Background: an optimization exercise with open tools, aiming at small area and a short achievable clock period. Do not read the settings as production practice.
Function was checked by simulation only, so behaviour that the tests miss may differ from the original.
No activity file was given, so power comes from the tool's default toggle rates.

## 02-20
==> flow/design.v (excerpt) <==
module pipe_cpu (
    input  wire        clk,
    input  wire        rst,
    output wire [31:0] imem_addr,
    input  wire [31:0] imem_rdata,
    input  wire        host_rf_we,
    input  wire [4:0]  host_rf_waddr,
    input  wire [31:0] host_rf_wdata,
    output wire        rf_we,
    output wire [4:0]  rf_waddr,
    output wire [31:0] rf_wdata,
    output wire [31:0] dmem_addr,
    output wire        dmem_re,
    output wire        dmem_we,
    output wire [31:0] dmem_wdata,
    input  wire [31:0] dmem_rdata,
    output wire [31:0] pc,
    output wire [31:0] ifid_instr,
    output wire [31:0] idex_instr,
    output wire [31:0] exmem_instr,
    output wire [31:0] memwb_instr
);
Size: ~4,900 cells after synthesis, roughly 63,000 um2 of cells after synthesis.
Settings: LEC_CHECK=0, CAP_MARGIN=20, CORE_MARGIN=2, CORE_UTILIZATION=40, SETUP_SLACK_MARGIN=4.2, SLEW_MARGIN=20, SYNTH_HIERARCHICAL=1; clock period 7.0 ns.
standard.sh (not shown) runs the stock make flow with config.mk's settings and CLKGATE_MAP_FILE= SYNTH_SCRIPT=/design/flow/synth_recipe.tcl, a recipe that flattens the netlist after the stock synthesis.
==> flow/flow/run.sh <==
#!/bin/bash
# Own layout flow: the standard ORFS flow (standard.sh, unchanged synthesis,
# floorplan, power grid and tap cells), with placement/CTS choices changed:
#  - the port buffers are buf_2 cells instead of the default pick (a 10 um2
#    delay buffer); every input and output port still gets its own buffer;
#  - CTS adds no dummy loads and clusters up to 25 flip-flops per leaf buffer.
set -euo pipefail
cd "$(dirname "$0")/.."
export BUFFER_PORTS_ARGS="-buffer_cell sky130_fd_sc_hd__buf_2"
export CTS_ARGS="-sink_clustering_enable -repair_clock_nets -dont_use_dummy_load -sink_clustering_size 25 -sink_clustering_max_diameter 100"
bash standard.sh > flow_make.log 2>&1
02-20 completed end to end with timing, DRC and antenna clean.
The inputs of 10-10 differ from those of 02-20 as listed below.
-- flow/design.v --
<<< 02-20, line 119
    wire f_wbA = memwb_wnz && memwb_rd == f_rs;
    wire f_wbB = memwb_wnz && memwb_rd == f_rt;
    wire [31:0] f_rsDec = 32'd1 << f_rs;
    wire [31:0] f_rtDec = 32'd1 << f_rt;
    wire [31:0] f_mA0, f_mA1, f_mA2, f_mB0, f_mB1, f_mB2;
    genvar gb, gr;
>>> 10-10, line 119
    wire f_wbA = memwb_wnz && memwb_rd == f_rs;
    wire f_wbB = memwb_wnz && memwb_rd == f_rt;
    wire [31:1] f_rsDecL, f_rsDecH, f_rtDecL, f_rtDecH;
    pipe_cpu_dec5 u_dAL (.a(f_rs), .y(f_rsDecL));
    pipe_cpu_dec5 u_dAH (.a(f_rs), .y(f_rsDecH));
    pipe_cpu_dec5 u_dBL (.a(f_rt), .y(f_rtDecL));
    pipe_cpu_dec5 u_dBH (.a(f_rt), .y(f_rtDecH));
    wire [31:0] f_mA0, f_mA1, f_mA2, f_mB0, f_mB1, f_mB2;
    genvar gb, gr;
<<< 02-20, line 129
                assign col[gr] = bank[gr*32 + gb];
            end
            pipe_cpu_rd31 ua (.s(f_rsDec[31:1]), .d(col), .m({f_mA2[gb], f_mA1[gb], f_mA0[gb]}));
            pipe_cpu_rd31 ub (.s(f_rtDec[31:1]), .d(col), .m({f_mB2[gb], f_mB1[gb], f_mB0[gb]}));
        end
    endgenerate
>>> 10-10, line 132
                assign col[gr] = bank[gr*32 + gb];
            end
            pipe_cpu_rd31 ua (.s(gb < 16 ? f_rsDecL : f_rsDecH), .d(col),
                              .m({f_mA2[gb], f_mA1[gb], f_mA0[gb]}));
            pipe_cpu_rd31 ub (.s(gb < 16 ? f_rtDecL : f_rtDecH), .d(col),
                              .m({f_mB2[gb], f_mB1[gb], f_mB0[gb]}));
        end
    endgenerate
<<< 02-20, line 405
    assign y = (a & b & c) | d;
endmodule
>>> 10-10, line 410
    assign y = (a & b & c) | d;
endmodule
module pipe_cpu_dec5 (input wire [4:0] a, output wire [31:1] y);
    wire [31:0] h = 32'd1 << a;
    assign y = h[31:1];
endmodule
Findings:
- Per the comparison of 10-10 with 02-20, post-layout total power climbed 1.6%; total via count in the routed design barely changed; gate count after technology mapping climbed 16.
- Of 02-20 and 10-10, the lower cell area reported after detailed placement belongs to 10-10.
- In terms of first-pass GRT wire length, 10-10 and 02-20 differ only marginally.
- Relative to 02-20, count of clock-buffer cells in the layout decreased by 1 in 10-10.
- 10-10 against 02-20: area of the multi-input gates went up by about 3.6%; combinational gate power went up by about 10%; cell total after placement went down by 0.61%; portion of total power attributed to combinational logic went up by 1.5 points.
- Higher depth of the critical timing path with buffers and inverters included goes to 02-20 over 10-10.
- Going from 02-20 to 10-10, the fmax was found to have gone down by 5.2%.
- Initial cell density of the core of 02-20 is on par with 10-10.
- On final clock period utilization by the worst path, the lower figure sits with 02-20, not 10-10.

[what the ideal ports hide]
How much do the figures lean on ideal ports? The routed layouts below were timed once more, with nothing changed but the port constraints. Step 1, drivers: a clkbuf_16 drives clk and a buf_2 each remaining input, both assumed. Step 2 times the ports against the registers' clock, not the clock port: input delays grow and output delays shrink by t, the midpoint of the rising clock arrivals with the driver on. a / b / c = ideal ports / drivers / drivers and shift; a / b = the first two.
run	t, ns	setup WS [ns]	cell pins on the clock port's net
02-20	0.742	4.141 / 4.003 / 3.261	1
10-10	0.774	3.985 / 3.811 / 3.037	1
After both steps setup and hold are still met in every run listed. For 10-10, which loses most, drivers alone change the setup slack by -0.174 ns; drivers and shift together by -0.948 ns.
